From an optimization exercise on the open Yosys and OpenROAD flow, aimed at small area, a short achievable clock period and few clock cycles; shortcuts taken in it are not production practice.
Where RTL was checked, it was by simulation tests only, not by an equivalence proof against the original.
The RTL of run 1 was laid out without a check of its function.
Power is estimated from default activity; no workload was simulated.

==> flow/design.v, too long to show whole: its modules and the start of the top module <==
// module pfpp_engine: 752 lines
module pfpp_engine (
    input  wire         clk,
    input  wire         rst,
    input  wire         cmd_valid,
    input  wire [63:0]  cmd_word,
    output wire         busy,
    output reg  [3:0]   err,
    output wire [31:0]  result,
    output reg  [127:0] dirty,
    input  wire         cfg_coalesce,
    input  wire [31:0]  cfg_opc,        
    input  wire [15:0]  cfg_nopb,       
    input  wire [2:0]   cfg_rowlen,
    input  wire [2:0]   cfg_endlen,
    input  wire [12:0]  cfg_src_len,    
    input  wire [8:0]   cfg_pal_len,    
    output wire [6:0]   fb_addr,
    output wire         fb_we,
    output wire [127:0] fb_wdata,
    input  wire [127:0] fb_rdata,
    output wire [11:0]  src_addr,
    input  wire [7:0]   src_rdata,
    output wire [7:0]   pal_addr,
    input  wire [23:0]  pal_rdata,
    output reg          bus_req,
    output reg  [1:0]   bus_kind,
    output reg  [7:0]   bus_byte,
    input  wire         bus_done,
    input  wire         bus_err
);
  // ...
==> flow/run.sh <==
#!/bin/bash
# synth_recipe.tcl (not shown) runs the flow's synth.tcl, then flattens the netlist and writes it again
# the make line also repeats each setting of config.mk as NAME=value (left out here)
make -C /OpenROAD-flow-scripts/flow DESIGN_CONFIG=/design/flow/config.mk WORK_HOME=/design/flow/orfs CLKGATE_MAP_FILE= SYNTH_SCRIPT=/design/flow/synth_recipe.tcl finish
==> flow/config.mk <==
export PLATFORM = sky130hd
export DESIGN_NAME = pfpp_engine
export DESIGN_NICKNAME = pfpp_engine
export VERILOG_FILES = /design/flow/design.v
export SDC_FILE = /design/flow/constraint.sdc
export NUM_CORES = 4
export LEC_CHECK = 0
export CAP_MARGIN = 20
export CORE_MARGIN = 2
export CORE_UTILIZATION = 40
export SETUP_SLACK_MARGIN = 5
export SLEW_MARGIN = 20
==> flow/constraint.sdc <==
create_clock -name core_clock -period 10.0 [get_ports {clk}]
set_input_delay 2.0000 -clock core_clock [delete_from_list [all_inputs] [get_ports {clk}]]
set_output_delay 2.0000 -clock core_clock [all_outputs]
set_load 0.01 [all_outputs]
==> impl.org, run 1 <==
** Synth
- Synthesized-area fraction occupied by adder cells :: 0.107
- Fraction of the mapped netlist area in compound gates :: 0.171
- Synth Area in Simple Gates :: 0.186

** STA
- Across all hold checks on the routed design, the worst slack comes to 0.436 ns.
- Clock Skews :: 0.0246 ns
- RSZ-0062 raised after global routing :: true
- Setup violations remaining at the end of the flow were counted as 0.

** Routing
- Via-per-instance ratio :: 5.90

** Placed design
- Prior to clock tree synthesis, the placed netlist has a worst setup slack of 3.53 ns.
- Placed instance area :: 0.0418 mm^2

** Run
- Max Cap Violations :: 0

** Finish
- Number of non-clock inverters in the layout :: 262

** GRT
- Maximum number of pins on one net before global-route repair :: 129

** Die
- 638 I/O pins were placed.
- During tapcell insertion the tool placed 1,144 well taps.

** CTS
- CTS sink count :: 473
- Number of buffers between clock root and the deepest sink :: 3
- CTS buffer count :: 59
- The clock reaches the later pin of the worst-skew pair after 0.65 ns.

** Outcome
- The flow ran to the end and the layout has no timing, DRC or antenna violations.

** Power
- Sequential fraction of design power :: 0.198
- For this design the static power due to leakage is 0.0169 uW.
- The design draws 17,000 uW.

** Setup path
- Among cell families on the critical path, the largest total delay comes from adder cells.

** Worst hold path
- Worst hold endpoint :: v4
==> inputs of run 2 (changes only) <==
==> flow/design.v (replaced) <==
module pfpp_engine (
    input  wire         clk,
    input  wire         rst,
    input  wire         cmd_valid,
    input  wire [63:0]  cmd_word,
    output wire         busy,
    output reg  [3:0]   err,
    output wire [31:0]  result,
    output reg  [127:0] dirty,
    input  wire         cfg_coalesce,
    input  wire [31:0]  cfg_opc,        
    input  wire [15:0]  cfg_nopb,       
    input  wire [2:0]   cfg_rowlen,
    input  wire [2:0]   cfg_endlen,
    input  wire [12:0]  cfg_src_len,    
    input  wire [8:0]   cfg_pal_len,    
    output wire [6:0]   fb_addr,
    output wire         fb_we,
    output wire [127:0] fb_wdata,
    input  wire [127:0] fb_rdata,
    output wire [11:0]  src_addr,
    input  wire [7:0]   src_rdata,
    output wire [7:0]   pal_addr,
    input  wire [23:0]  pal_rdata,
    output reg          bus_req,
    output reg  [1:0]   bus_kind,
    output reg  [7:0]   bus_byte,
    input  wire         bus_done,
    input  wire         bus_err
);
    localparam [3:0] OP_NOP = 4'h0, OP_CLEAR = 4'h1, OP_FLUSH = 4'h2,
                     OP_POINT = 4'h3, OP_HLINE = 4'h4, OP_VLINE = 4'h5,
                     OP_FILL = 4'h6, OP_BLIT = 4'h7, OP_QUANT = 4'h8,
                     OP_GLA = 4'h9, OP_XFORM = 4'hA;
    localparam [3:0] E_OK = 4'd0, E_ILLEGAL = 4'd1, E_RSVD = 4'd2,
                     E_BOUNDS = 4'd3, E_ALIGN = 4'd4, E_SRCRANGE = 4'd5,
                     E_PALRANGE = 4'd6, E_BUS = 4'd7;
    localparam [1:0] K_ASSERT = 2'd0, K_BYTE = 2'd1, K_DEASSERT = 2'd2;
    localparam [2:0] S_IDLE = 3'd0, S_CHK = 3'd1, S_RAST = 3'd2, S_BLIT = 3'd3,
                     S_BUS = 3'd4, S_CLRW = 3'd5, S_REST = 3'd6, S_QNT = 3'd7;
    localparam [1:0] T_CLR = 2'd0, T_UPD = 2'd1, T_NOP = 2'd2;
    localparam [2:0] P_ASSERT = 3'd0, P_CMD = 3'd1, P_SECOND = 3'd2,
                     P_ADDR = 3'd3, P_DATA = 3'd4, P_TRAIL = 3'd5,
                     P_DEASSERT = 3'd6;
    function [7:0] rev8;
        input [7:0] b;
        integer i;
        begin
            for (i = 0; i < 8; i = i + 1)
                rev8[i] = b[7-i];
        end
    endfunction
    reg [2:0]   state;
    reg         busy_r;
    reg [3:0]   code;          
    reg         fst, bz;       
    reg [3:0]   op;
    reg         col;
    reg [2:0]   fl;            
    reg [7:0]   xl, xr;        
    reg [7:0]   rrow;          
    reg [7:0]   rend;          
    reg [23:0]  fe;            
    reg         gA, gB, gC, gD;
    reg [6:0]   fa_r;
    reg         we_r;
    reg [127:0] rb;
    reg         isrd, rdv, full, zap;
    reg [6:0]   wrow;
    reg         v1, v2, v3, v4, v5;
    reg [2:0]   boff_d;
    reg [7:0]   pa_r;
    reg [23:0]  palreg;
    reg [23:0]  ma, mb;
    reg         mnz;
    reg [15:0]  res;
    reg [2:0]   ph;
    reg [1:0]   tt;
    reg [3:0]   tk;
    reg [2:0]   tcnt;
    reg         tfail, tmore;
    reg [6:0]   bs;
    assign busy     = busy_r;
    assign result   = {16'd0, res};
    assign fb_addr  = fa_r;
    assign fb_we    = we_r;
    assign fb_wdata = rb;
    assign src_addr = fe[14:3];
    assign pal_addr = pa_r;
    wire bpp8   = fl[0];
    wire srclsb = fl[1];
    wire palq   = fl[2];
    wire lt1 = palreg[23] ^ palreg[21];
    wire lt2 = palreg[23] & palreg[21];
    wire lt3 = palreg[22] ^ palreg[21];
    wire lt4 = palreg[22] & palreg[21];
    wire lt5 = palreg[23] ^ palreg[22];
    wire lt6 = palreg[23] & palreg[22];
    wire lt7 = palreg[23] ^ palreg[20] ^ palreg[19];
    wire lt8 = (palreg[23] & palreg[20]) | (palreg[23] & palreg[19]) | (palreg[20] & palreg[19]);
    wire lt9 = palreg[16] ^ palreg[15];
    wire lt10 = palreg[16] & palreg[15];
    wire lt11 = palreg[21] ^ palreg[20] ^ palreg[17];
    wire lt12 = (palreg[21] & palreg[20]) | (palreg[21] & palreg[17]) | (palreg[20] & palreg[17]);
    wire lt13 = palreg[16] ^ palreg[11];
    wire lt14 = palreg[16] & palreg[11];
    wire lt15 = palreg[22] ^ palreg[21] ^ palreg[18];
    wire lt16 = (palreg[22] & palreg[21]) | (palreg[22] & palreg[18]) | (palreg[21] & palreg[18]);
    wire lt17 = palreg[17] ^ palreg[12] ^ palreg[11];
    wire lt18 = (palreg[17] & palreg[12]) | (palreg[17] & palreg[11]) | (palreg[12] & palreg[11]);
    wire lt19 = palreg[10] ^ palreg[8];
    wire lt20 = palreg[10] & palreg[8];
    wire lt21 = palreg[23] ^ palreg[22] ^ palreg[19];
    wire lt22 = (palreg[23] & palreg[22]) | (palreg[23] & palreg[19]) | (palreg[22] & palreg[19]);
    wire lt23 = palreg[18] ^ palreg[13] ^ palreg[12];
    wire lt24 = (palreg[18] & palreg[13]) | (palreg[18] & palreg[12]) | (palreg[13] & palreg[12]);
    wire lt25 = palreg[11] ^ palreg[9];
    wire lt26 = palreg[11] & palreg[9];
    wire lt27 = palreg[23] ^ palreg[20] ^ palreg[19];
    wire lt28 = (palreg[23] & palreg[20]) | (palreg[23] & palreg[19]) | (palreg[20] & palreg[19]);
    wire lt29 = palreg[16] ^ palreg[14] ^ palreg[13];
    wire lt30 = (palreg[16] & palreg[14]) | (palreg[16] & palreg[13]) | (palreg[14] & palreg[13]);
    wire lt31 = palreg[12] ^ palreg[10];
    wire lt32 = palreg[12] & palreg[10];
    wire lt33 = palreg[21] ^ palreg[20] ^ palreg[17];
    wire lt34 = (palreg[21] & palreg[20]) | (palreg[21] & palreg[17]) | (palreg[20] & palreg[17]);
    wire lt35 = palreg[15] ^ palreg[14] ^ palreg[13];
    wire lt36 = (palreg[15] & palreg[14]) | (palreg[15] & palreg[13]) | (palreg[14] & palreg[13]);
    wire lt37 = palreg[11] ^ palreg[8];
    wire lt38 = palreg[11] & palreg[8];
    wire lt39 = palreg[22] ^ palreg[21] ^ palreg[18];
    wire lt40 = (palreg[22] & palreg[21]) | (palreg[22] & palreg[18]) | (palreg[21] & palreg[18]);
    wire lt41 = palreg[15] ^ palreg[14] ^ palreg[12];
    wire lt42 = (palreg[15] & palreg[14]) | (palreg[15] & palreg[12]) | (palreg[14] & palreg[12]);
    wire lt43 = palreg[23] ^ palreg[22] ^ palreg[19];
    wire lt44 = (palreg[23] & palreg[22]) | (palreg[23] & palreg[19]) | (palreg[22] & palreg[19]);
    wire lt45 = palreg[19] ^ palreg[17];
    wire lt46 = palreg[19] & palreg[17];
    wire lt47 = palreg[20] ^ palreg[18] ^ palreg[17];
    wire lt48 = (palreg[20] & palreg[18]) | (palreg[20] & palreg[17]) | (palreg[18] & palreg[17]);
    wire lt49 = palreg[21] ^ palreg[19] ^ palreg[18];
    wire lt50 = (palreg[21] & palreg[19]) | (palreg[21] & palreg[18]) | (palreg[19] & palreg[18]);
    wire lt51 = palreg[12] ^ palreg[10];
    wire lt52 = palreg[12] & palreg[10];
    wire lt53 = palreg[22] ^ palreg[20] ^ palreg[19];
    wire lt54 = (palreg[22] & palreg[20]) | (palreg[22] & palreg[19]) | (palreg[20] & palreg[19]);
    wire lt55 = palreg[16] ^ palreg[13] ^ palreg[11];
    wire lt56 = (palreg[16] & palreg[13]) | (palreg[16] & palreg[11]) | (palreg[13] & palreg[11]);
    wire lt57 = palreg[6] ^ palreg[3];
    wire lt58 = palreg[6] & palreg[3];
    wire lt59 = lt1 ^ palreg[20] ^ palreg[17];
    wire lt60 = (lt1 & palreg[20]) | (lt1 & palreg[17]) | (palreg[20] & palreg[17]);
    wire lt61 = palreg[16] ^ palreg[14] ^ palreg[12];
    wire lt62 = (palreg[16] & palreg[14]) | (palreg[16] & palreg[12]) | (palreg[14] & palreg[12]);
    wire lt63 = palreg[7] ^ palreg[4] ^ palreg[2];
    wire lt64 = (palreg[7] & palreg[4]) | (palreg[7] & palreg[2]) | (palreg[4] & palreg[2]);
    wire lt65 = lt3 ^ palreg[18] ^ palreg[17];
    wire lt66 = (lt3 & palreg[18]) | (lt3 & palreg[17]) | (palreg[18] & palreg[17]);
    wire lt67 = palreg[15] ^ palreg[13] ^ palreg[8];
    wire lt68 = (palreg[15] & palreg[13]) | (palreg[15] & palreg[8]) | (palreg[13] & palreg[8]);
    wire lt69 = palreg[5] ^ palreg[3] ^ lt2;
    wire lt70 = (palreg[5] & palreg[3]) | (palreg[5] & lt2) | (palreg[3] & lt2);
    wire lt71 = lt5 ^ palreg[19] ^ palreg[18];
    wire lt72 = (lt5 & palreg[19]) | (lt5 & palreg[18]) | (palreg[19] & palreg[18]);
    wire lt73 = palreg[14] ^ palreg[9] ^ palreg[8];
    wire lt74 = (palreg[14] & palreg[9]) | (palreg[14] & palreg[8]) | (palreg[9] & palreg[8]);
    wire lt75 = palreg[6] ^ palreg[4] ^ lt4;
    wire lt76 = (palreg[6] & palreg[4]) | (palreg[6] & lt4) | (palreg[4] & lt4);
    wire lt77 = lt7 ^ lt9 ^ palreg[10];
    wire lt78 = (lt7 & lt9) | (lt7 & palreg[10]) | (lt9 & palreg[10]);
    wire lt79 = palreg[9] ^ palreg[8] ^ palreg[7];
    wire lt80 = (palreg[9] & palreg[8]) | (palreg[9] & palreg[7]) | (palreg[8] & palreg[7]);
    wire lt81 = palreg[5] ^ palreg[0] ^ lt6;
    wire lt82 = (palreg[5] & palreg[0]) | (palreg[5] & lt6) | (palreg[0] & lt6);
    wire lt83 = lt11 ^ lt13 ^ palreg[10];
    wire lt84 = (lt11 & lt13) | (lt11 & palreg[10]) | (lt13 & palreg[10]);
    wire lt85 = palreg[9] ^ palreg[6] ^ palreg[1];
    wire lt86 = (palreg[9] & palreg[6]) | (palreg[9] & palreg[1]) | (palreg[6] & palreg[1]);
    wire lt87 = palreg[0] ^ lt8 ^ lt10;
    wire lt88 = (palreg[0] & lt8) | (palreg[0] & lt10) | (lt8 & lt10);
    wire lt89 = lt15 ^ lt17 ^ lt19;
    wire lt90 = (lt15 & lt17) | (lt15 & lt19) | (lt17 & lt19);
    wire lt91 = palreg[7] ^ palreg[2] ^ palreg[1];
    wire lt92 = (palreg[7] & palreg[2]) | (palreg[7] & palreg[1]) | (palreg[2] & palreg[1]);
    wire lt93 = palreg[0] ^ lt12 ^ lt14;
    wire lt94 = (palreg[0] & lt12) | (palreg[0] & lt14) | (lt12 & lt14);
    wire lt95 = lt21 ^ lt23 ^ lt25;
    wire lt96 = (lt21 & lt23) | (lt21 & lt25) | (lt23 & lt25);
    wire lt97 = palreg[3] ^ palreg[2] ^ palreg[1];
    wire lt98 = (palreg[3] & palreg[2]) | (palreg[3] & palreg[1]) | (palreg[2] & palreg[1]);
    wire lt99 = lt16 ^ lt18 ^ lt20;
    wire lt100 = (lt16 & lt18) | (lt16 & lt20) | (lt18 & lt20);
    wire lt101 = lt27 ^ lt29 ^ lt31;
    wire lt102 = (lt27 & lt29) | (lt27 & lt31) | (lt29 & lt31);
    wire lt103 = palreg[4] ^ palreg[3] ^ palreg[2];
    wire lt104 = (palreg[4] & palreg[3]) | (palreg[4] & palreg[2]) | (palreg[3] & palreg[2]);
    wire lt105 = lt22 ^ lt24 ^ lt26;
    wire lt106 = (lt22 & lt24) | (lt22 & lt26) | (lt24 & lt26);
    wire lt107 = lt33 ^ lt35 ^ lt37;
    wire lt108 = (lt33 & lt35) | (lt33 & lt37) | (lt35 & lt37);
    wire lt109 = palreg[5] ^ palreg[4] ^ palreg[3];
    wire lt110 = (palreg[5] & palreg[4]) | (palreg[5] & palreg[3]) | (palreg[4] & palreg[3]);
    wire lt111 = lt28 ^ lt30 ^ lt32;
    wire lt112 = (lt28 & lt30) | (lt28 & lt32) | (lt30 & lt32);
    wire lt113 = lt39 ^ lt41 ^ palreg[9];
    wire lt114 = (lt39 & lt41) | (lt39 & palreg[9]) | (lt41 & palreg[9]);
    wire lt115 = palreg[6] ^ palreg[5] ^ palreg[4];
    wire lt116 = (palreg[6] & palreg[5]) | (palreg[6] & palreg[4]) | (palreg[5] & palreg[4]);
    wire lt117 = lt34 ^ lt36 ^ lt38;
    wire lt118 = (lt34 & lt36) | (lt34 & lt38) | (lt36 & lt38);
    wire lt119 = lt43 ^ palreg[15] ^ palreg[13];
    wire lt120 = (lt43 & palreg[15]) | (lt43 & palreg[13]) | (palreg[15] & palreg[13]);
    wire lt121 = palreg[10] ^ palreg[7] ^ palreg[6];
    wire lt122 = (palreg[10] & palreg[7]) | (palreg[10] & palreg[6]) | (palreg[7] & palreg[6]);
    wire lt123 = palreg[5] ^ lt40 ^ lt42;
    wire lt124 = (palreg[5] & lt40) | (palreg[5] & lt42) | (lt40 & lt42);
    wire lt125 = palreg[23] ^ palreg[20] ^ palreg[14];
    wire lt126 = (palreg[23] & palreg[20]) | (palreg[23] & palreg[14]) | (palreg[20] & palreg[14]);
    wire lt127 = palreg[11] ^ palreg[7] ^ palreg[6];
    wire lt128 = (palreg[11] & palreg[7]) | (palreg[11] & palreg[6]) | (palreg[7] & palreg[6]);
    wire lt129 = lt45 ^ palreg[16] ^ palreg[10];
    wire lt130 = (lt45 & palreg[16]) | (lt45 & palreg[10]) | (palreg[16] & palreg[10]);
    wire lt131 = lt47 ^ palreg[11] ^ palreg[9];
    wire lt132 = (lt47 & palreg[11]) | (lt47 & palreg[9]) | (palreg[11] & palreg[9]);
    wire lt133 = palreg[4] ^ palreg[1];
    wire lt134 = palreg[4] & palreg[1];
    wire lt135 = lt49 ^ lt51 ^ palreg[5];
    wire lt136 = (lt49 & lt51) | (lt49 & palreg[5]) | (lt51 & palreg[5]);
    wire lt137 = palreg[2] ^ palreg[0] ^ lt48;
    wire lt138 = (palreg[2] & palreg[0]) | (palreg[2] & lt48) | (palreg[0] & lt48);
    wire lt139 = lt53 ^ lt55 ^ lt57;
    wire lt140 = (lt53 & lt55) | (lt53 & lt57) | (lt55 & lt57);
    wire lt141 = palreg[1] ^ lt50 ^ lt52;
    wire lt142 = (palreg[1] & lt50) | (palreg[1] & lt52) | (lt50 & lt52);
    wire lt143 = lt59 ^ lt61 ^ lt63;
    wire lt144 = (lt59 & lt61) | (lt59 & lt63) | (lt61 & lt63);
    wire lt145 = lt54 ^ lt56 ^ lt58;
    wire lt146 = (lt54 & lt56) | (lt54 & lt58) | (lt56 & lt58);
    wire lt147 = lt65 ^ lt67 ^ lt69;
    wire lt148 = (lt65 & lt67) | (lt65 & lt69) | (lt67 & lt69);
    wire lt149 = lt60 ^ lt62 ^ lt64;
    wire lt150 = (lt60 & lt62) | (lt60 & lt64) | (lt62 & lt64);
    wire lt151 = lt71 ^ lt73 ^ lt75;
    wire lt152 = (lt71 & lt73) | (lt71 & lt75) | (lt73 & lt75);
    wire lt153 = lt66 ^ lt68 ^ lt70;
    wire lt154 = (lt66 & lt68) | (lt66 & lt70) | (lt68 & lt70);
    wire lt155 = lt77 ^ lt79 ^ lt81;
    wire lt156 = (lt77 & lt79) | (lt77 & lt81) | (lt79 & lt81);
    wire lt157 = lt72 ^ lt74 ^ lt76;
    wire lt158 = (lt72 & lt74) | (lt72 & lt76) | (lt74 & lt76);
    wire lt159 = lt83 ^ lt85 ^ lt87;
    wire lt160 = (lt83 & lt85) | (lt83 & lt87) | (lt85 & lt87);
    wire lt161 = lt78 ^ lt80 ^ lt82;
    wire lt162 = (lt78 & lt80) | (lt78 & lt82) | (lt80 & lt82);
    wire lt163 = lt89 ^ lt91 ^ lt93;
    wire lt164 = (lt89 & lt91) | (lt89 & lt93) | (lt91 & lt93);
    wire lt165 = lt84 ^ lt86 ^ lt88;
    wire lt166 = (lt84 & lt86) | (lt84 & lt88) | (lt86 & lt88);
    wire lt167 = lt95 ^ lt97 ^ lt99;
    wire lt168 = (lt95 & lt97) | (lt95 & lt99) | (lt97 & lt99);
    wire lt169 = lt90 ^ lt92 ^ lt94;
    wire lt170 = (lt90 & lt92) | (lt90 & lt94) | (lt92 & lt94);
    wire lt171 = lt101 ^ lt103 ^ lt105;
    wire lt172 = (lt101 & lt103) | (lt101 & lt105) | (lt103 & lt105);
    wire lt173 = lt96 ^ lt98 ^ lt100;
    wire lt174 = (lt96 & lt98) | (lt96 & lt100) | (lt98 & lt100);
    wire lt175 = lt107 ^ lt109 ^ lt111;
    wire lt176 = (lt107 & lt109) | (lt107 & lt111) | (lt109 & lt111);
    wire lt177 = lt102 ^ lt104 ^ lt106;
    wire lt178 = (lt102 & lt104) | (lt102 & lt106) | (lt104 & lt106);
    wire lt179 = lt113 ^ lt115 ^ lt117;
    wire lt180 = (lt113 & lt115) | (lt113 & lt117) | (lt115 & lt117);
    wire lt181 = lt108 ^ lt110 ^ lt112;
    wire lt182 = (lt108 & lt110) | (lt108 & lt112) | (lt110 & lt112);
    wire lt183 = lt119 ^ lt121 ^ lt123;
    wire lt184 = (lt119 & lt121) | (lt119 & lt123) | (lt121 & lt123);
    wire lt185 = lt114 ^ lt116 ^ lt118;
    wire lt186 = (lt114 & lt116) | (lt114 & lt118) | (lt116 & lt118);
    wire lt187 = lt125 ^ lt127 ^ lt44;
    wire lt188 = (lt125 & lt127) | (lt125 & lt44) | (lt127 & lt44);
    wire lt189 = lt120 ^ lt122 ^ lt124;
    wire lt190 = (lt120 & lt122) | (lt120 & lt124) | (lt122 & lt124);
    wire lt191 = palreg[21] ^ palreg[15] ^ palreg[12];
    wire lt192 = (palreg[21] & palreg[15]) | (palreg[21] & palreg[12]) | (palreg[15] & palreg[12]);
    wire lt193 = palreg[7] ^ lt126 ^ lt128;
    wire lt194 = (palreg[7] & lt126) | (palreg[7] & lt128) | (lt126 & lt128);
    wire lt195 = palreg[18] ^ palreg[16];
    wire lt196 = palreg[18] & palreg[16];
    wire lt197 = lt129 ^ palreg[8] ^ palreg[3];
    wire lt198 = (lt129 & palreg[8]) | (lt129 & palreg[3]) | (palreg[8] & palreg[3]);
    wire lt199 = lt131 ^ lt133 ^ lt46;
    wire lt200 = (lt131 & lt133) | (lt131 & lt46) | (lt133 & lt46);
    wire lt201 = lt135 ^ lt137 ^ lt132;
    wire lt202 = (lt135 & lt137) | (lt135 & lt132) | (lt137 & lt132);
    wire lt203 = lt139 ^ lt141 ^ lt136;
    wire lt204 = (lt139 & lt141) | (lt139 & lt136) | (lt141 & lt136);
    wire lt205 = lt143 ^ lt145 ^ lt140;
    wire lt206 = (lt143 & lt145) | (lt143 & lt140) | (lt145 & lt140);
    wire lt207 = lt147 ^ lt149 ^ lt144;
    wire lt208 = (lt147 & lt149) | (lt147 & lt144) | (lt149 & lt144);
    wire lt209 = lt151 ^ lt153 ^ lt148;
    wire lt210 = (lt151 & lt153) | (lt151 & lt148) | (lt153 & lt148);
    wire lt211 = lt155 ^ lt157 ^ lt152;
    wire lt212 = (lt155 & lt157) | (lt155 & lt152) | (lt157 & lt152);
    wire lt213 = lt159 ^ lt161 ^ lt156;
    wire lt214 = (lt159 & lt161) | (lt159 & lt156) | (lt161 & lt156);
    wire lt215 = lt163 ^ lt165 ^ lt160;
    wire lt216 = (lt163 & lt165) | (lt163 & lt160) | (lt165 & lt160);
    wire lt217 = lt167 ^ lt169 ^ lt164;
    wire lt218 = (lt167 & lt169) | (lt167 & lt164) | (lt169 & lt164);
    wire lt219 = lt171 ^ lt173 ^ lt168;
    wire lt220 = (lt171 & lt173) | (lt171 & lt168) | (lt173 & lt168);
    wire lt221 = lt175 ^ lt177 ^ lt172;
    wire lt222 = (lt175 & lt177) | (lt175 & lt172) | (lt177 & lt172);
    wire lt223 = lt179 ^ lt181 ^ lt176;
    wire lt224 = (lt179 & lt181) | (lt179 & lt176) | (lt181 & lt176);
    wire lt225 = lt183 ^ lt185 ^ lt180;
    wire lt226 = (lt183 & lt185) | (lt183 & lt180) | (lt185 & lt180);
    wire lt227 = lt187 ^ lt189 ^ lt184;
    wire lt228 = (lt187 & lt189) | (lt187 & lt184) | (lt189 & lt184);
    wire lt229 = lt191 ^ lt193 ^ lt188;
    wire lt230 = (lt191 & lt193) | (lt191 & lt188) | (lt193 & lt188);
    wire lt231 = palreg[22] ^ palreg[13] ^ lt192;
    wire lt232 = (palreg[22] & palreg[13]) | (palreg[22] & lt192) | (palreg[13] & lt192);
    wire lt233 = palreg[17] ^ palreg[8];
    wire lt234 = palreg[17] & palreg[8];
    wire lt235 = lt195 ^ palreg[9] ^ palreg[2];
    wire lt236 = (lt195 & palreg[9]) | (lt195 & palreg[2]) | (palreg[9] & palreg[2]);
    wire lt237 = lt197 ^ palreg[0] ^ lt196;
    wire lt238 = (lt197 & palreg[0]) | (lt197 & lt196) | (palreg[0] & lt196);
    wire lt239 = lt199 ^ lt130 ^ lt198;
    wire lt240 = (lt199 & lt130) | (lt199 & lt198) | (lt130 & lt198);
    wire lt241 = lt201 ^ lt134 ^ lt200;
    wire lt242 = (lt201 & lt134) | (lt201 & lt200) | (lt134 & lt200);
    wire lt243 = lt203 ^ lt138 ^ lt202;
    wire lt244 = (lt203 & lt138) | (lt203 & lt202) | (lt138 & lt202);
    wire lt245 = lt205 ^ lt142 ^ lt204;
    wire lt246 = (lt205 & lt142) | (lt205 & lt204) | (lt142 & lt204);
    wire lt247 = lt207 ^ lt146 ^ lt206;
    wire lt248 = (lt207 & lt146) | (lt207 & lt206) | (lt146 & lt206);
    wire lt249 = lt209 ^ lt150 ^ lt208;
    wire lt250 = (lt209 & lt150) | (lt209 & lt208) | (lt150 & lt208);
    wire lt251 = lt211 ^ lt154 ^ lt210;
    wire lt252 = (lt211 & lt154) | (lt211 & lt210) | (lt154 & lt210);
    wire lt253 = lt213 ^ lt158 ^ lt212;
    wire lt254 = (lt213 & lt158) | (lt213 & lt212) | (lt158 & lt212);
    wire lt255 = lt215 ^ lt162 ^ lt214;
    wire lt256 = (lt215 & lt162) | (lt215 & lt214) | (lt162 & lt214);
    wire lt257 = lt217 ^ lt166 ^ lt216;
    wire lt258 = (lt217 & lt166) | (lt217 & lt216) | (lt166 & lt216);
    wire lt259 = lt219 ^ lt170 ^ lt218;
    wire lt260 = (lt219 & lt170) | (lt219 & lt218) | (lt170 & lt218);
    wire lt261 = lt221 ^ lt174 ^ lt220;
    wire lt262 = (lt221 & lt174) | (lt221 & lt220) | (lt174 & lt220);
    wire lt263 = lt223 ^ lt178 ^ lt222;
    wire lt264 = (lt223 & lt178) | (lt223 & lt222) | (lt178 & lt222);
    wire lt265 = lt225 ^ lt182 ^ lt224;
    wire lt266 = (lt225 & lt182) | (lt225 & lt224) | (lt182 & lt224);
    wire lt267 = lt227 ^ lt186 ^ lt226;
    wire lt268 = (lt227 & lt186) | (lt227 & lt226) | (lt186 & lt226);
    wire lt269 = lt229 ^ lt190 ^ lt228;
    wire lt270 = (lt229 & lt190) | (lt229 & lt228) | (lt190 & lt228);
    wire lt271 = lt231 ^ lt194 ^ lt230;
    wire lt272 = (lt231 & lt194) | (lt231 & lt230) | (lt194 & lt230);
    wire lt273 = palreg[23] ^ palreg[14] ^ lt232;
    wire lt274 = (palreg[23] & palreg[14]) | (palreg[23] & lt232) | (palreg[14] & lt232);
    wire [23:0] la = {1'b0, palreg[15], lt273, lt271, lt269, lt267, lt265, lt263, lt261, lt259, lt257, lt255, lt253, lt251, lt249, lt247, lt245, lt243, lt241, lt239, lt237, lt235, lt233, palreg[16]};
    wire [23:0] lb = {1'b0, lt274, lt272, lt270, lt268, lt266, lt264, lt262, lt260, lt258, lt256, lt254, lt252, lt250, lt248, lt246, lt244, lt242, lt240, lt238, lt236, lt234, palreg[1], palreg[0]};
    wire [23:0] kp0 = ma ^ mb;
    wire [23:0] kg0 = ma & mb;
    wire [23:0] kg1, kp1;
    assign kg1[0] = kg0[0];
    assign kp1[0] = kp0[0];
    assign kg1[1] = kg0[1] | (kp0[1] & kg0[0]);
    assign kp1[1] = kp0[1] & kp0[0];
    assign kg1[2] = kg0[2] | (kp0[2] & kg0[1]);
    assign kp1[2] = kp0[2] & kp0[1];
    assign kg1[3] = kg0[3] | (kp0[3] & kg0[2]);
    assign kp1[3] = kp0[3] & kp0[2];
    assign kg1[4] = kg0[4] | (kp0[4] & kg0[3]);
    assign kp1[4] = kp0[4] & kp0[3];
    assign kg1[5] = kg0[5] | (kp0[5] & kg0[4]);
    assign kp1[5] = kp0[5] & kp0[4];
    assign kg1[6] = kg0[6] | (kp0[6] & kg0[5]);
    assign kp1[6] = kp0[6] & kp0[5];
    assign kg1[7] = kg0[7] | (kp0[7] & kg0[6]);
    assign kp1[7] = kp0[7] & kp0[6];
    assign kg1[8] = kg0[8] | (kp0[8] & kg0[7]);
    assign kp1[8] = kp0[8] & kp0[7];
    assign kg1[9] = kg0[9] | (kp0[9] & kg0[8]);
    assign kp1[9] = kp0[9] & kp0[8];
    assign kg1[10] = kg0[10] | (kp0[10] & kg0[9]);
    assign kp1[10] = kp0[10] & kp0[9];
    assign kg1[11] = kg0[11] | (kp0[11] & kg0[10]);
    assign kp1[11] = kp0[11] & kp0[10];
    assign kg1[12] = kg0[12] | (kp0[12] & kg0[11]);
    assign kp1[12] = kp0[12] & kp0[11];
    assign kg1[13] = kg0[13] | (kp0[13] & kg0[12]);
    assign kp1[13] = kp0[13] & kp0[12];
    assign kg1[14] = kg0[14] | (kp0[14] & kg0[13]);
    assign kp1[14] = kp0[14] & kp0[13];
    assign kg1[15] = kg0[15] | (kp0[15] & kg0[14]);
    assign kp1[15] = kp0[15] & kp0[14];
    assign kg1[16] = kg0[16] | (kp0[16] & kg0[15]);
    assign kp1[16] = kp0[16] & kp0[15];
    assign kg1[17] = kg0[17] | (kp0[17] & kg0[16]);
    assign kp1[17] = kp0[17] & kp0[16];
    assign kg1[18] = kg0[18] | (kp0[18] & kg0[17]);
    assign kp1[18] = kp0[18] & kp0[17];
    assign kg1[19] = kg0[19] | (kp0[19] & kg0[18]);
    assign kp1[19] = kp0[19] & kp0[18];
    assign kg1[20] = kg0[20] | (kp0[20] & kg0[19]);
    assign kp1[20] = kp0[20] & kp0[19];
    assign kg1[21] = kg0[21] | (kp0[21] & kg0[20]);
    assign kp1[21] = kp0[21] & kp0[20];
    assign kg1[22] = kg0[22] | (kp0[22] & kg0[21]);
    assign kp1[22] = kp0[22] & kp0[21];
    assign kg1[23] = kg0[23] | (kp0[23] & kg0[22]);
    assign kp1[23] = kp0[23] & kp0[22];
    wire [23:0] kg2, kp2;
    assign kg2[0] = kg1[0];
    assign kp2[0] = kp1[0];
    assign kg2[1] = kg1[1];
    assign kp2[1] = kp1[1];
    assign kg2[2] = kg1[2] | (kp1[2] & kg1[0]);
    assign kp2[2] = kp1[2] & kp1[0];
    assign kg2[3] = kg1[3] | (kp1[3] & kg1[1]);
    assign kp2[3] = kp1[3] & kp1[1];
    assign kg2[4] = kg1[4] | (kp1[4] & kg1[2]);
    assign kp2[4] = kp1[4] & kp1[2];
    assign kg2[5] = kg1[5] | (kp1[5] & kg1[3]);
    assign kp2[5] = kp1[5] & kp1[3];
    assign kg2[6] = kg1[6] | (kp1[6] & kg1[4]);
    assign kp2[6] = kp1[6] & kp1[4];
    assign kg2[7] = kg1[7] | (kp1[7] & kg1[5]);
    assign kp2[7] = kp1[7] & kp1[5];
    assign kg2[8] = kg1[8] | (kp1[8] & kg1[6]);
    assign kp2[8] = kp1[8] & kp1[6];
    assign kg2[9] = kg1[9] | (kp1[9] & kg1[7]);
    assign kp2[9] = kp1[9] & kp1[7];
    assign kg2[10] = kg1[10] | (kp1[10] & kg1[8]);
    assign kp2[10] = kp1[10] & kp1[8];
    assign kg2[11] = kg1[11] | (kp1[11] & kg1[9]);
    assign kp2[11] = kp1[11] & kp1[9];
    assign kg2[12] = kg1[12] | (kp1[12] & kg1[10]);
    assign kp2[12] = kp1[12] & kp1[10];
    assign kg2[13] = kg1[13] | (kp1[13] & kg1[11]);
    assign kp2[13] = kp1[13] & kp1[11];
    assign kg2[14] = kg1[14] | (kp1[14] & kg1[12]);
    assign kp2[14] = kp1[14] & kp1[12];
    assign kg2[15] = kg1[15] | (kp1[15] & kg1[13]);
    assign kp2[15] = kp1[15] & kp1[13];
    assign kg2[16] = kg1[16] | (kp1[16] & kg1[14]);
    assign kp2[16] = kp1[16] & kp1[14];
    assign kg2[17] = kg1[17] | (kp1[17] & kg1[15]);
    assign kp2[17] = kp1[17] & kp1[15];
    assign kg2[18] = kg1[18] | (kp1[18] & kg1[16]);
    assign kp2[18] = kp1[18] & kp1[16];
    assign kg2[19] = kg1[19] | (kp1[19] & kg1[17]);
    assign kp2[19] = kp1[19] & kp1[17];
    assign kg2[20] = kg1[20] | (kp1[20] & kg1[18]);
    assign kp2[20] = kp1[20] & kp1[18];
    assign kg2[21] = kg1[21] | (kp1[21] & kg1[19]);
    assign kp2[21] = kp1[21] & kp1[19];
    assign kg2[22] = kg1[22] | (kp1[22] & kg1[20]);
    assign kp2[22] = kp1[22] & kp1[20];
    assign kg2[23] = kg1[23] | (kp1[23] & kg1[21]);
    assign kp2[23] = kp1[23] & kp1[21];
    wire [23:0] kg3, kp3;
    assign kg3[0] = kg2[0];
    assign kp3[0] = kp2[0];
    assign kg3[1] = kg2[1];
    assign kp3[1] = kp2[1];
    assign kg3[2] = kg2[2];
    assign kp3[2] = kp2[2];
    assign kg3[3] = kg2[3];
    assign kp3[3] = kp2[3];
    assign kg3[4] = kg2[4] | (kp2[4] & kg2[0]);
    assign kp3[4] = kp2[4] & kp2[0];
    assign kg3[5] = kg2[5] | (kp2[5] & kg2[1]);
    assign kp3[5] = kp2[5] & kp2[1];
    assign kg3[6] = kg2[6] | (kp2[6] & kg2[2]);
    assign kp3[6] = kp2[6] & kp2[2];
    assign kg3[7] = kg2[7] | (kp2[7] & kg2[3]);
    assign kp3[7] = kp2[7] & kp2[3];
    assign kg3[8] = kg2[8] | (kp2[8] & kg2[4]);
    assign kp3[8] = kp2[8] & kp2[4];
    assign kg3[9] = kg2[9] | (kp2[9] & kg2[5]);
    assign kp3[9] = kp2[9] & kp2[5];
    assign kg3[10] = kg2[10] | (kp2[10] & kg2[6]);
    assign kp3[10] = kp2[10] & kp2[6];
    assign kg3[11] = kg2[11] | (kp2[11] & kg2[7]);
    assign kp3[11] = kp2[11] & kp2[7];
    assign kg3[12] = kg2[12] | (kp2[12] & kg2[8]);
    assign kp3[12] = kp2[12] & kp2[8];
    assign kg3[13] = kg2[13] | (kp2[13] & kg2[9]);
    assign kp3[13] = kp2[13] & kp2[9];
    assign kg3[14] = kg2[14] | (kp2[14] & kg2[10]);
    assign kp3[14] = kp2[14] & kp2[10];
    assign kg3[15] = kg2[15] | (kp2[15] & kg2[11]);
    assign kp3[15] = kp2[15] & kp2[11];
    assign kg3[16] = kg2[16] | (kp2[16] & kg2[12]);
    assign kp3[16] = kp2[16] & kp2[12];
    assign kg3[17] = kg2[17] | (kp2[17] & kg2[13]);
    assign kp3[17] = kp2[17] & kp2[13];
    assign kg3[18] = kg2[18] | (kp2[18] & kg2[14]);
    assign kp3[18] = kp2[18] & kp2[14];
    assign kg3[19] = kg2[19] | (kp2[19] & kg2[15]);
    assign kp3[19] = kp2[19] & kp2[15];
    assign kg3[20] = kg2[20] | (kp2[20] & kg2[16]);
    assign kp3[20] = kp2[20] & kp2[16];
    assign kg3[21] = kg2[21] | (kp2[21] & kg2[17]);
    assign kp3[21] = kp2[21] & kp2[17];
    assign kg3[22] = kg2[22] | (kp2[22] & kg2[18]);
    assign kp3[22] = kp2[22] & kp2[18];
    assign kg3[23] = kg2[23] | (kp2[23] & kg2[19]);
    assign kp3[23] = kp2[23] & kp2[19];
    wire [23:0] kg4, kp4;
    assign kg4[0] = kg3[0];
    assign kp4[0] = kp3[0];
    assign kg4[1] = kg3[1];
    assign kp4[1] = kp3[1];
    assign kg4[2] = kg3[2];
    assign kp4[2] = kp3[2];
    assign kg4[3] = kg3[3];
    assign kp4[3] = kp3[3];
    assign kg4[4] = kg3[4];
    assign kp4[4] = kp3[4];
    assign kg4[5] = kg3[5];
    assign kp4[5] = kp3[5];
    assign kg4[6] = kg3[6];
    assign kp4[6] = kp3[6];
    assign kg4[7] = kg3[7];
    assign kp4[7] = kp3[7];
    assign kg4[8] = kg3[8] | (kp3[8] & kg3[0]);
    assign kp4[8] = kp3[8] & kp3[0];
    assign kg4[9] = kg3[9] | (kp3[9] & kg3[1]);
    assign kp4[9] = kp3[9] & kp3[1];
    assign kg4[10] = kg3[10] | (kp3[10] & kg3[2]);
    assign kp4[10] = kp3[10] & kp3[2];
    assign kg4[11] = kg3[11] | (kp3[11] & kg3[3]);
    assign kp4[11] = kp3[11] & kp3[3];
    assign kg4[12] = kg3[12] | (kp3[12] & kg3[4]);
    assign kp4[12] = kp3[12] & kp3[4];
    assign kg4[13] = kg3[13] | (kp3[13] & kg3[5]);
    assign kp4[13] = kp3[13] & kp3[5];
    assign kg4[14] = kg3[14] | (kp3[14] & kg3[6]);
    assign kp4[14] = kp3[14] & kp3[6];
    assign kg4[15] = kg3[15] | (kp3[15] & kg3[7]);
    assign kp4[15] = kp3[15] & kp3[7];
    assign kg4[16] = kg3[16] | (kp3[16] & kg3[8]);
    assign kp4[16] = kp3[16] & kp3[8];
    assign kg4[17] = kg3[17] | (kp3[17] & kg3[9]);
    assign kp4[17] = kp3[17] & kp3[9];
    assign kg4[18] = kg3[18] | (kp3[18] & kg3[10]);
    assign kp4[18] = kp3[18] & kp3[10];
    assign kg4[19] = kg3[19] | (kp3[19] & kg3[11]);
    assign kp4[19] = kp3[19] & kp3[11];
    assign kg4[20] = kg3[20] | (kp3[20] & kg3[12]);
    assign kp4[20] = kp3[20] & kp3[12];
    assign kg4[21] = kg3[21] | (kp3[21] & kg3[13]);
    assign kp4[21] = kp3[21] & kp3[13];
    assign kg4[22] = kg3[22] | (kp3[22] & kg3[14]);
    assign kp4[22] = kp3[22] & kp3[14];
    assign kg4[23] = kg3[23] | (kp3[23] & kg3[15]);
    assign kp4[23] = kp3[23] & kp3[15];
    wire [23:0] kg5, kp5;
    assign kg5[0] = kg4[0];
    assign kp5[0] = kp4[0];
    assign kg5[1] = kg4[1];
    assign kp5[1] = kp4[1];
    assign kg5[2] = kg4[2];
    assign kp5[2] = kp4[2];
    assign kg5[3] = kg4[3];
    assign kp5[3] = kp4[3];
    assign kg5[4] = kg4[4];
    assign kp5[4] = kp4[4];
    assign kg5[5] = kg4[5];
    assign kp5[5] = kp4[5];
    assign kg5[6] = kg4[6];
    assign kp5[6] = kp4[6];
    assign kg5[7] = kg4[7];
    assign kp5[7] = kp4[7];
    assign kg5[8] = kg4[8];
    assign kp5[8] = kp4[8];
    assign kg5[9] = kg4[9];
    assign kp5[9] = kp4[9];
    assign kg5[10] = kg4[10];
    assign kp5[10] = kp4[10];
    assign kg5[11] = kg4[11];
    assign kp5[11] = kp4[11];
    assign kg5[12] = kg4[12];
    assign kp5[12] = kp4[12];
    assign kg5[13] = kg4[13];
    assign kp5[13] = kp4[13];
    assign kg5[14] = kg4[14];
    assign kp5[14] = kp4[14];
    assign kg5[15] = kg4[15];
    assign kp5[15] = kp4[15];
    assign kg5[16] = kg4[16] | (kp4[16] & kg4[0]);
    assign kp5[16] = kp4[16] & kp4[0];
    assign kg5[17] = kg4[17] | (kp4[17] & kg4[1]);
    assign kp5[17] = kp4[17] & kp4[1];
    assign kg5[18] = kg4[18] | (kp4[18] & kg4[2]);
    assign kp5[18] = kp4[18] & kp4[2];
    assign kg5[19] = kg4[19] | (kp4[19] & kg4[3]);
    assign kp5[19] = kp4[19] & kp4[3];
    assign kg5[20] = kg4[20] | (kp4[20] & kg4[4]);
    assign kp5[20] = kp4[20] & kp4[4];
    assign kg5[21] = kg4[21] | (kp4[21] & kg4[5]);
    assign kp5[21] = kp4[21] & kp4[5];
    assign kg5[22] = kg4[22] | (kp4[22] & kg4[6]);
    assign kp5[22] = kp4[22] & kp4[6];
    assign kg5[23] = kg4[23] | (kp4[23] & kg4[7]);
    assign kp5[23] = kp4[23] & kp4[7];
    wire [23:0] lsum = kp0 ^ {kg5[22:0], 1'b0};
    wire        pixcol = palq ? mnz : lsum[23];
    wire [3:0] xlh = xl[6:3], xrh = xr[6:3];
    wire [2:0] xll = xl[2:0], xrl = xr[2:0];
    reg  [127:0] m;
    integer c;
    always @(*) begin
        for (c = 0; c < 128; c = c + 1)
            m[c] = ((c[6:3] > xlh) || ((c[6:3] == xlh) && (c[2:0] >= xll))) &&
                   ((c[6:3] < xrh) || ((c[6:3] == xrh) && (c[2:0] <= xrl)));
    end
    reg [127:0] pa0;
    reg [63:0]  pa1;  reg [63:0]  pi1;
    reg [31:0]  pa2;  reg [63:0]  pi2;
    reg [15:0]  pa3;  reg [47:0]  pi3;
    reg [7:0]   pa4;  reg [31:0]  pi4;
    reg [3:0]   pa5;  reg [19:0]  pi5;
    reg [1:0]   pa6;  reg [11:0]  pi6;
    reg         pany; reg [6:0]   pe;
    integer k;
    always @(*) begin
        pa0 = dirty;
        for (k = 0; k < 64; k = k + 1) begin
            pa1[k] = pa0[2*k] | pa0[2*k+1];
            pi1[k] = ~pa0[2*k];
        end
        for (k = 0; k < 32; k = k + 1) begin
            pa2[k] = pa1[2*k] | pa1[2*k+1];
            pi2[2*k +: 2] = pa1[2*k] ? {1'b0, pi1[2*k]} : {1'b1, pi1[2*k+1]};
        end
        for (k = 0; k < 16; k = k + 1) begin
            pa3[k] = pa2[2*k] | pa2[2*k+1];
            pi3[3*k +: 3] = pa2[2*k] ? {1'b0, pi2[4*k +: 2]} : {1'b1, pi2[4*k+2 +: 2]};
        end
        for (k = 0; k < 8; k = k + 1) begin
            pa4[k] = pa3[2*k] | pa3[2*k+1];
            pi4[4*k +: 4] = pa3[2*k] ? {1'b0, pi3[6*k +: 3]} : {1'b1, pi3[6*k+3 +: 3]};
        end
        for (k = 0; k < 4; k = k + 1) begin
            pa5[k] = pa4[2*k] | pa4[2*k+1];
            pi5[5*k +: 5] = pa4[2*k] ? {1'b0, pi4[8*k +: 4]} : {1'b1, pi4[8*k+4 +: 4]};
        end
        for (k = 0; k < 2; k = k + 1) begin
            pa6[k] = pa5[2*k] | pa5[2*k+1];
            pi6[6*k +: 6] = pa5[2*k] ? {1'b0, pi5[10*k +: 5]} : {1'b1, pi5[10*k+5 +: 5]};
        end
        pany = pa6[0] | pa6[1];
        pe   = pa6[0] ? {1'b0, pi6[5:0]} : {1'b1, pi6[11:6]};
    end
    wire isblit  = (op == OP_BLIT);
    wire israst  = (op == OP_POINT) || (op == OP_HLINE) || (op == OP_VLINE) || (op == OP_FILL);
    wire gE      = |fe;
    wire gfl     = |fl;
    reg  rsvd_bad;
    always @(*) begin
        case (op)
            OP_NOP, OP_CLEAR, OP_FLUSH: rsvd_bad = gE | gD | gC | gB | gA | gfl | col;
            OP_POINT:                   rsvd_bad = gE | gD | gC | gfl;
            OP_HLINE, OP_VLINE:         rsvd_bad = gE | gD | gfl;
            OP_FILL:                    rsvd_bad = gE | gfl;
            OP_BLIT:                    rsvd_bad = gD | col | (fl[0] & fl[1]);
            OP_QUANT:                   rsvd_bad = gD | gC | gB | gA | gfl | col;
            default:                    rsvd_bad = gE | gD | gC | gB | gfl | col;
        endcase
    end
    wire rast_bad  = (xl > xr) || xr[7] || xl[7] || (rrow > rend) || rend[7] || rrow[7];
    wire blit_bad  = xl[7] || rrow[7] || (({1'b0, xl} + {1'b0, rend}) > 9'd128);
    wire bounds_bad = (israst && rast_bad) || (isblit && blit_bad) || ((op == OP_GLA) && xl[7]);
    wire align_bad = isblit && bpp8 && (fe[2:0] != 3'd0);
    wire [24:0] blit_end = {1'b0, fe} + (bpp8 ? {14'd0, rend, 3'd0} : {17'd0, rend});
    wire range_bad = isblit && (blit_end > {9'd0, cfg_src_len, 3'd0});
    wire [3:0] ccode = (op > OP_XFORM) ? E_ILLEGAL :
                       rsvd_bad        ? E_RSVD :
                       bounds_bad      ? E_BOUNDS :
                       align_bad       ? E_ALIGN :
                       range_bad       ? E_SRCRANGE : E_OK;
    wire [2:0] bsel = srclsb ? boff_d : ~boff_d;
    wire [7:0] idx  = bpp8 ? src_rdata : {7'd0, src_rdata[bsel]};
    wire       pal_bad = {1'b0, pa_r} >= cfg_pal_len;
    wire men  = zap | (rdv && state == S_RAST) | (v5 && state == S_BLIT);
    wire colv = (state == S_BLIT) ? pixcol : col;
    always @(posedge clk) begin
        for (c = 0; c < 128; c = c + 1)
            rb[c] <= (men && m[c]) ? colv : (rdv ? fb_rdata[c] : rb[c]);
    end
    always @(posedge clk) begin
        palreg <= (state == S_IDLE) ? cmd_word[63:40] : pal_rdata;
        ma     <= la;
        mb     <= lb;
        mnz    <= |palreg[7:0];
        pa_r   <= idx;
        boff_d <= fe[2:0];
    end
    wire       rdone  = (rrow[6:0] == rend[6:0]);
    wire       full_n = rdv | (full & ~we_r);
    wire       lastw  = we_r && (wrow == rend[6:0]);
    wire [6:0] wrow_n = we_r ? wrow + 7'd1 : wrow;
    wire [7:0] rrow_i = rrow + 8'd1;
    wire [7:0] fbyte   = fb_rdata[tk*8 +: 8];
    wire [7:0] fbyte0  = fb_rdata[7:0];
    wire [7:0] gla_row = rev8({1'b0, rrow[6:0]} + 8'd1);
    wire       more    = cfg_coalesce && pany && (pe == rrow_i[6:0]) && (rrow[6:0] != 7'd127);
    reg        dwe, dval, dbulk, dbv;
    always @(*) begin
        dwe = 1'b0; dval = 1'b1; dbulk = 1'b0; dbv = 1'b0;
        case (state)
            S_RAST: dwe = we_r;
            S_BLIT: dwe = we_r;
            S_BUS:  begin dwe = (tt == T_UPD) && (ph == P_DATA); dval = 1'b0; end
            S_REST: dwe = 1'b1;
            S_CLRW: begin dbulk = (fa_r == 7'd127); dbv = tfail; end
            default: ;
        endcase
    end
    wire [6:0] daddr = (state == S_RAST) ? wrow : rrow[6:0];
    integer r;
    always @(posedge clk) begin
        if (rst)
            dirty <= 128'd0;
        else if (dbulk)
            dirty <= {128{dbv}};
        else
            for (r = 0; r < 128; r = r + 1)
                if (dwe && daddr == r) dirty[r] <= dval;
    end
    always @(posedge clk) begin
        if (rst) begin
            state   <= S_IDLE;
            busy_r  <= 1'b0;
            err     <= E_OK;
            res     <= 16'd0;
            bus_req <= 1'b0;
            we_r    <= 1'b0;
            zap     <= 1'b0;
            rdv     <= 1'b0;
            v1 <= 1'b0; v2 <= 1'b0; v3 <= 1'b0; v4 <= 1'b0; v5 <= 1'b0;
        end else begin
            zap <= 1'b0;
            rdv <= isrd;
            v2 <= v1; v3 <= v2; v4 <= v3; v5 <= v4;
            case (state)
                S_IDLE: begin
                    op   <= cmd_word[3:0];
                    col  <= cmd_word[4];
                    fl   <= cmd_word[7:5];
                    xl   <= cmd_word[15:8];
                    case (cmd_word[3:0])
                        OP_POINT, OP_VLINE, OP_BLIT: xr <= cmd_word[15:8];
                        OP_HLINE:                    xr <= cmd_word[23:16];
                        default:                     xr <= cmd_word[31:24];
                    endcase
                    if (cmd_word[3:0] == OP_HLINE) begin
                        rrow <= cmd_word[31:24];
                        fa_r <= cmd_word[30:24];
                    end else begin
                        rrow <= cmd_word[23:16];
                        fa_r <= cmd_word[22:16];
                    end
                    case (cmd_word[3:0])
                        OP_POINT: rend <= cmd_word[23:16];
                        OP_FILL:  rend <= cmd_word[39:32];
                        default:  rend <= cmd_word[31:24];
                    endcase
                    fe   <= cmd_word[63:40];
                    gA   <= |cmd_word[15:8];
                    gB   <= |cmd_word[23:16];
                    gC   <= |cmd_word[31:24];
                    gD   <= |cmd_word[39:32];
                    isrd <= 1'b1;
                    rdv  <= 1'b0;
                    full <= 1'b0;
                    we_r <= 1'b0;
                    v1   <= 1'b0;
                    tfail <= 1'b0;
                    if (cmd_valid) begin
                        state  <= S_CHK;
                        busy_r <= 1'b1;
                        err    <= E_OK;
                    end
                end
                S_CHK: begin
                    isrd <= 1'b0;
                    code <= ccode;
                    fst  <= 1'b1;
                    bz   <= (rend == 8'd0);
                    if (op > OP_XFORM) begin
                        err <= E_ILLEGAL; state <= S_IDLE; busy_r <= 1'b0;
                    end else if (rsvd_bad) begin
                        err <= E_RSVD; state <= S_IDLE; busy_r <= 1'b0;
                    end else begin
                        case (op)
                            OP_CLEAR: begin
                                xr <= 8'd127; zap <= 1'b1;
                                tt <= T_CLR; ph <= P_ASSERT;
                                bus_req <= 1'b1; bus_kind <= K_ASSERT;
                                state <= S_BUS;
                            end
                            OP_FLUSH: begin
                                tt <= pany ? T_UPD : T_NOP; ph <= P_ASSERT;
                                rrow <= {1'b0, pe}; fa_r <= pe; bs <= pe;
                                bus_req <= 1'b1; bus_kind <= K_ASSERT;
                                state <= S_BUS;
                            end
                            OP_POINT, OP_HLINE, OP_VLINE, OP_FILL: begin
                                wrow <= rrow[6:0];
                                if (!rdone) begin
                                    rrow <= rrow_i; fa_r <= rrow_i[6:0]; isrd <= 1'b1;
                                end
                                state <= S_RAST;
                            end
                            OP_BLIT: begin
                                v1   <= 1'b1;
                                fe   <= fe + (bpp8 ? 24'd8 : 24'd1);
                                rend <= rend - 8'd1;
                                state <= S_BLIT;
                            end
                            OP_QUANT: state <= S_QNT;
                            OP_GLA: begin
                                if (xl[7]) begin
                                    err <= E_BOUNDS;
                                end else begin
                                    res <= {8'd0, rev8(xl + 8'd1)};
                                    err <= E_OK;
                                end
                                state <= S_IDLE; busy_r <= 1'b0;
                            end
                            OP_XFORM: begin
                                res <= {8'd0, ~rev8(xl)};
                                err <= E_OK; state <= S_IDLE; busy_r <= 1'b0;
                            end
                            default: begin
                                err <= E_OK; state <= S_IDLE; busy_r <= 1'b0;
                            end
                        endcase
                    end
                end
                S_QNT: begin
                    if (code == E_OK)
                        res <= {lsum[23:16], 7'd0, lsum[23]};
                    err <= code; state <= S_IDLE; busy_r <= 1'b0;
                end
                S_RAST: begin
                    fst  <= 1'b0;
                    full <= full_n;
                    wrow <= wrow_n;
                    if (fst && code != E_OK) begin
                        we_r <= 1'b0; isrd <= 1'b0;
                        err <= code; state <= S_IDLE; busy_r <= 1'b0;
                    end else if (lastw) begin
                        we_r <= 1'b0; isrd <= 1'b0;
                        err <= E_OK; state <= S_IDLE; busy_r <= 1'b0;
                    end else if ((we_r || !full_n) && !rdone) begin
                        rrow <= rrow_i; fa_r <= rrow_i[6:0];
                        isrd <= 1'b1; we_r <= 1'b0;
                    end else if (full_n) begin
                        fa_r <= wrow_n; we_r <= 1'b1; isrd <= 1'b0;
                    end else begin
                        we_r <= 1'b0; isrd <= 1'b0;
                    end
                end
                S_BLIT: begin
                    fst <= 1'b0;
                    if (rend != 8'd0) begin
                        v1   <= 1'b1;
                        fe   <= fe + (bpp8 ? 24'd8 : 24'd1);
                        rend <= rend - 8'd1;
                    end else begin
                        v1 <= 1'b0;
                    end
                    if (v5) begin
                        xl <= xl + 8'd1;
                        xr <= xl + 8'd1;
                    end
                    if (fst && (code != E_OK || bz)) begin
                        v1 <= 1'b0; v2 <= 1'b0; v3 <= 1'b0; v4 <= 1'b0; v5 <= 1'b0;
                        err <= code; state <= S_IDLE; busy_r <= 1'b0;
                    end else if (we_r) begin
                        we_r <= 1'b0;
                        err <= E_OK; state <= S_IDLE; busy_r <= 1'b0;
                    end else if (v2 && pal_bad) begin
                        v1 <= 1'b0; v2 <= 1'b0; v3 <= 1'b0; v4 <= 1'b0; v5 <= 1'b0;
                        err <= E_PALRANGE; state <= S_IDLE; busy_r <= 1'b0;
                    end else if (v5 && !v4) begin
                        we_r <= 1'b1;
                    end
                end
                S_CLRW: begin
                    fa_r <= fa_r + 7'd1;
                    if (fa_r == 7'd127) begin
                        we_r <= 1'b0;
                        err <= code; state <= S_IDLE; busy_r <= 1'b0;
                    end
                end
                S_REST: begin
                    rrow <= rrow - 8'd1;
                    if (rrow[6:0] == bs) begin
                        err <= E_BUS; state <= S_IDLE; busy_r <= 1'b0;
                    end
                end
                S_BUS: begin
                    if (bus_done) begin
                        if (ph == P_DEASSERT) begin
                            case (tt)
                                T_CLR: begin
                                    bus_req <= 1'b0;
                                    tfail <= tfail | bus_err;
                                    code  <= (tfail | bus_err) ? E_BUS : E_OK;
                                    fa_r  <= 7'd0; we_r <= 1'b1;
                                    state <= S_CLRW;
                                end
                                T_NOP: begin
                                    bus_req <= 1'b0;
                                    err <= (tfail | bus_err) ? E_BUS : E_OK;
                                    state <= S_IDLE; busy_r <= 1'b0;
                                end
                                default: begin
                                    if (tfail | bus_err) begin
                                        bus_req <= 1'b0;
                                        state <= S_REST;
                                    end else begin
                                        tt <= pany ? T_UPD : T_NOP;
                                        rrow <= {1'b0, pe}; fa_r <= pe; bs <= pe;
                                        tfail <= 1'b0;
                                        ph <= P_ASSERT; bus_kind <= K_ASSERT;
                                    end
                                end
                            endcase
                        end else if (bus_err) begin
                            tfail <= 1'b1;
                            ph <= P_DEASSERT; bus_kind <= K_DEASSERT;
                        end else begin
                            case (ph)
                                P_ASSERT: begin
                                    ph <= P_CMD; bus_kind <= K_BYTE;
                                    bus_byte <= (tt == T_CLR) ? cfg_opc[15:8] :
                                                (tt == T_UPD) ? cfg_opc[7:0] : cfg_nopb[7:0];
                                end
                                P_CMD: begin
                                    if (tt == T_UPD) begin
                                        ph <= P_ADDR; bus_byte <= gla_row;
                                    end else begin
                                        ph <= P_SECOND;
                                        bus_byte <= (tt == T_CLR) ? cfg_opc[23:16] : cfg_nopb[15:8];
                                    end
                                end
                                P_SECOND: begin
                                    ph <= P_DEASSERT; bus_kind <= K_DEASSERT;
                                end
                                P_ADDR: begin
                                    ph <= P_DATA; tk <= 4'd0;
                                    bus_byte <= ~rev8(fbyte0);
                                end
                                P_DATA: begin
                                    if (tk != 4'd15) begin
                                        tk <= tk + 4'd1;
                                        bus_byte <= ~rev8(fb_rdata[(tk + 4'd1)*8 +: 8]);
                                        if (tk == 4'd14) begin
                                            tmore <= more;
                                            if (more) begin
                                                rrow <= rrow_i; fa_r <= rrow_i[6:0];
                                            end
                                        end
                                    end else if (tmore) begin
                                        if (cfg_rowlen == 3'd0) begin
                                            ph <= P_ADDR; bus_byte <= gla_row;
                                        end else begin
                                            ph <= P_TRAIL; tcnt <= cfg_rowlen;
                                            bus_byte <= cfg_opc[31:24];
                                        end
                                    end else begin
                                        if (cfg_endlen == 3'd0) begin
                                            ph <= P_DEASSERT; bus_kind <= K_DEASSERT;
                                        end else begin
                                            ph <= P_TRAIL; tcnt <= cfg_endlen;
                                            bus_byte <= cfg_opc[31:24];
                                        end
                                    end
                                end
                                P_TRAIL: begin
                                    if (tcnt != 3'd1) begin
                                        tcnt <= tcnt - 3'd1;
                                    end else if (tmore) begin
                                        ph <= P_ADDR; bus_kind <= K_BYTE; bus_byte <= gla_row;
                                    end else begin
                                        ph <= P_DEASSERT; bus_kind <= K_DEASSERT;
                                    end
                                end
                                default: ;
                            endcase
                        end
                    end
                end
                default: begin
                    state <= S_IDLE; busy_r <= 1'b0;
                end
            endcase
        end
    end
endmodule
==> impl.org, run 2 <==
** Outcome
- Status: complete, no violations (unchanged).

** GRT
- The via count of the first global-routing pass is 30,820 (was 31,827).
- The number of antenna violations at the first check in global routing was 14 (was 12).
- The met1 layer usage reported by global route is 0.402 (was 0.431).
- Fraction of met3 tracks used by global routing :: 0.0546 (was 0.0648)
- Global-route wire length before repair :: 211,000 um (was 219,000 um)
- Layer with the highest usage :: met2 (unchanged)
- The largest net degree at the start of global routing is 105 (was 129).
- Met2 layer usage reported by global route :: 0.528 (about the same)
- Total grt overflow :: 0 (unchanged)
- GRT Overall Usage :: 0.315 (was 0.328)

** Setup path
- The type of the worst setup path is register to register (unchanged).
- The cell with the biggest individual delay on the critical path was sky130_fd_sc_hd__edfxtp_1 (was sky130_fd_sc_hd__fa_1).
- Cell family contributing the most delay on the critical path :: compound AO/OA/AOI/OAI gates (was adder cells)
- Crit path cell chain :: buf_4, nand2_1, o21ai_0, ha_1, or3_1, o21bai_1, a41oi_2, nor2b_1, nor2_1, nor2b_1, o21ai_0, xnor2_1, ha_1, a21o_1, a221oi_1, a21boi_0, a31oi_1, or4_1, o21ai_0, a22oi_1 (was inv_2, fa_1, fa_1, fa_1, fa_2, inv_2, fa_2, fa_2, fa_2, fa_2, fa_2, fa_2, inv_2, fa_2, inv_2, fa_2, fa_2, fa_2, fa_1)
- The kind of start point of the critical path is a register (unchanged).
- Maximum single-stage delay on the critical path :: 0.53 ns (was 0.57 ns)
- Number of buffer and inverter instances along the worst setup path :: 1 (was 4)
- Largest fanout of any net on the critical path :: 8 (was 2)
- The data arrival time of the worst path came to 5.13 ns (was 6.66 ns).
- Crit. End Element :: register (unchanged)
- Critical path's most frequent cell :: sky130_fd_sc_hd__o21ai_0 (was sky130_fd_sc_hd__fa_2)
- Req. time, crit path :: 10.36 ns (was 10.52 ns)

** Synth
- The total number of yosys warnings came to 1 (unchanged).
- Synth top area share :: 0.215 (was 0.213)
- Library cells used by synthesis :: 93 (was 108)
- Leading cell types by total area after synthesis: sky130_fd_sc_hd__edfxtp_1, sky130_fd_sc_hd__dfxtp_1, sky130_fd_sc_hd__fa_1 (unchanged).
- The number of enable flip-flop cells after synthesis was 248 (was 246).
- Primary FF master, synth :: sky130_fd_sc_hd__edfxtp_1 (unchanged)
- The leading area contributor after synthesis was sky130_fd_sc_hd__edfxtp_1 (unchanged).
- Cell area after synthesis :: 0.0346 mm^2 (was 0.0347 mm^2)
- The share of flip-flops with an asynchronous set or reset after synthesis came to 0 (unchanged).
- Most instantiated library cell after synthesis :: sky130_fd_sc_hd__nor2_1 (was sky130_fd_sc_hd__nand2_1)
- Flops & latches, synth :: 490 (was 473)
- The instance count of the mapped netlist is 3,764 (was 3,794).
- Post-synth top cells :: sky130_fd_sc_hd__nor2_1, sky130_fd_sc_hd__nand2_1, sky130_fd_sc_hd__a21oi_1 (was sky130_fd_sc_hd__nand2_1, sky130_fd_sc_hd__inv_1, sky130_fd_sc_hd__edfxtp_1)
- Sequential area share after synthesis :: 0.355 (was 0.344)
- Synthesized area per cell :: 9.19 um^2 (was 9.14 um^2)

** STA
- RSZ-0062 raised after global routing: false (was true).
- The final max-slew violation count is 0 (unchanged).
- The share of the cycle needed by the critical path after routing is 0.477 (was 0.614).
- Fmax achieved :: 210 MHz (was 163 MHz)
- The final sum of negative setup slack came to 0 ns (unchanged).
- Fin crit period :: 4.77 ns (was 6.14 ns)
- The slew at the pin closest to its max-slew limit is 1.12 ns (was 1.19 ns).
- Final Hold Fails :: 0 (unchanged)
- Setup violations, final :: 0 (unchanged)
- The relative slew slack came to 0.250 (was 0.204).
- The final hold slack was 0.430 ns (was 0.436 ns).
- Clock Skews :: 0.0273 ns (was 0.0246 ns)

** Routing
- Via-per-instance ratio :: 5.87 (was 5.90)
- The detail-routed net length per standard cell is 26.4 um (was 27.2 um).
- Drt first pass iters :: 6 (unchanged)
- Total Wirelength :: 145,000 um (was 151,000 um)
- The violation count after the first detailed-routing iteration was 3,163 (was 3,637).
- The count of vias placed by the detailed router came to 32,116 (was 32,721).
- The DRC violation count after routing came to 0 (unchanged).
- The antenna violation net count after detailed routing is 0 (unchanged).

** Finish
- Number of nets in the layout :: 4,812 (was 4,865)
- Commonest non-fill, non-tap cell in the layout :: sky130_fd_sc_hd__clkdlybuf4s50_1 (unchanged)
- Filler cells :: 8,131 (was 7,889)
- Most frequent cells in the layout :: sky130_fd_sc_hd__clkdlybuf4s50_1, sky130_fd_sc_hd__nor2_1, sky130_fd_sc_hd__nand2_1 (was sky130_fd_sc_hd__clkdlybuf4s50_1, sky130_fd_sc_hd__nand2_1, sky130_fd_sc_hd__inv_1)
- The fraction of the core area covered by cells at the end of the flow was 0.512 (was 0.523).
- Largest registers ranked by flip-flop count: dirty x128, rb x128 (unchanged).
- The share of cells above drive strength 1 came to 0.103 (was 0.124).
- The growth of design area from synthesis to finish came to 26.5% (was 29.1%).

** Power
- The maximum resistive drop on vdd was 0.682 mV (was 0.653 mV).
- Static Leakage :: 0.0172 uW (was 0.0169 uW)
- Areal power density over the cells :: 317 mW/mm^2 (was 379 mW/mm^2)
- The overall power of the completed layout was 13,900 uW (was 17,000 uW).

** CTS
- CTS sink count :: 490 (was 473)
- Hold-fix buffer count after cts :: 0 (unchanged)
- Clock tree from TritonCTS :: yes (unchanged)
- The buffer cell driving the clock tree root is sky130_fd_sc_hd__clkbuf_16 (unchanged).
- CTS buffer count :: 58 (was 59)
- Clk Latency, worst-skew pair :: 0.65 ns (about the same)
- The maximum buffer depth of the clock tree is 3 (unchanged).
- The deepest level of the CTS H-tree was 2 (unchanged).
- Clock transition time at the flip-flop clock pins of the worst setup and hold paths :: 0.07 ns (about the same)

** Worst hold path
- Worst min-delay path class :: register to register (unchanged)

** Placed design
- Port bufs :: 620 (unchanged)
- The post-detailed-placement half-perimeter wirelength came to 111,000 um (was 115,000 um).
- The final weighted congestion of routability-driven global placement came to 1.04 (was 0.990).

** Die
- The number of ports placed on the die boundary came to 638 (unchanged).
- The height of the die is 298 um (about the same).
- Die W :: 298 um (about the same)
- The number of placement rows is 107 (unchanged).
- Die area :: 0.0888 mm^2 (was 0.0890 mm^2)
- Initial standard-cell utilization of the core :: 0.405 (about the same)
- The core outline area is 0.0854 mm^2 (was 0.0855 mm^2).

** Run
- Max Cap Violations :: 0 (unchanged)
[run 2: per-layer routing]
layer | part of all wire | vias up
met5 | 0.00053 | -
met4 | 0.043 | 12
met3 | 0.074 | 316
met2 | 0.48 | 1533
met1 | 0.40 | 15642
li1 | - | 14613
[run 2: report_power, final]
group | internal (uW) | switching (uW) | total [uW] | leakage, uW
clock network | 1230 | 945 | 2180 | 0.000930
registers | 2830 | 639 | 3470 | 0.00427
logic | 3450 | 4790 | 8240 | 0.0120
total | 7510 | 6380 | 13900 | 0.0172
[run 2: final timing paths]
check,start,end,slack (ns),depth (start not counted)
setup / recovery,fl[0],code[0],5.23,20
hold / removal,v3,v4,0.43,1
setup reg to reg,fl[0],code[0],5.23,20
hold reg to reg,v3,v4,0.43,1
[run 2: stage by stage]
step	cell area, um^2	worst slack, ns	std cells
2_1_floorplan	34700	5.39	3780
3_3_place_gp	41700	4.76	5349
3_5_place_dp	41800	4.66	5350
4_1_cts	43700	5.02	5461
5_1_grt	43700	5.00	5467
6_report	43800	5.23	5470
[run 2: final cells by class]
| class | instances | area, um^2 | area share |
|---|---|---|---|
| Antenna cell | 5 | 12.5 | 0.000286 |
| Multi-Input combinational cell | 2826 | 20600 | 0.471 |
| Clock buffer | 74 | 1590 | 0.0364 |
| Tap cell | 1144 | 1430 | 0.0327 |
| Timing Repair Buffer | 686 | 6710 | 0.153 |
| Clock inverter | 33 | 314 | 0.00718 |
| Inverter | 212 | 796 | 0.0182 |
| Sequential cell | 490 | 12300 | 0.281 |
[run 2: kinds of logic after synthesis]
family                     share of synthesized area
buffers and inverters                         0.0539
xor gates and xnor gates                      0.0279
AOI/OAI and AO/OA                              0.166
other                                       0.000108
DFF                                            0.355
adders and majority gates                      0.110
and+or+nand+nor                                0.176
muxes                                          0.111
[run 2: repair_timing]
action / in CTS / in global routing
setup buffers: 4 / 4
gates resized for setup: 0 / 4
hold endpoints to repair: 0 / 0
endpoints found under the setup margin: 2 / 2
cloned: 0 / 0
Testbench counts of run 2, summed over its fixed seeds: cycles 442,768.

==> separate check: timing with driven ports <==
How much do the figures lean on ideal ports? The routed layouts below were timed once more, with nothing changed but the port constraints.
Step 1 sets driving cells, clkbuf_16 on the clock port and buf_2 on the other inputs (assumed; they add their load-dependent delay and slew).
Step 2 times the ports against the registers' clock, not the clock port: input delays grow and output delays shrink by t, the midpoint of the rising clock arrivals with the driver on.
a / b / c = no drivers / after step 1 / after step 2; a / b = the first two.
| run | t, ns | setup WS [ns] |
|---|---|---|
| run 1 | 0.708 | 3.855 / 3.855 / 3.855 |
| run 2 | 0.699 | 5.230 / 5.230 / 5.113 |
After both steps setup and hold are still met in every run listed.
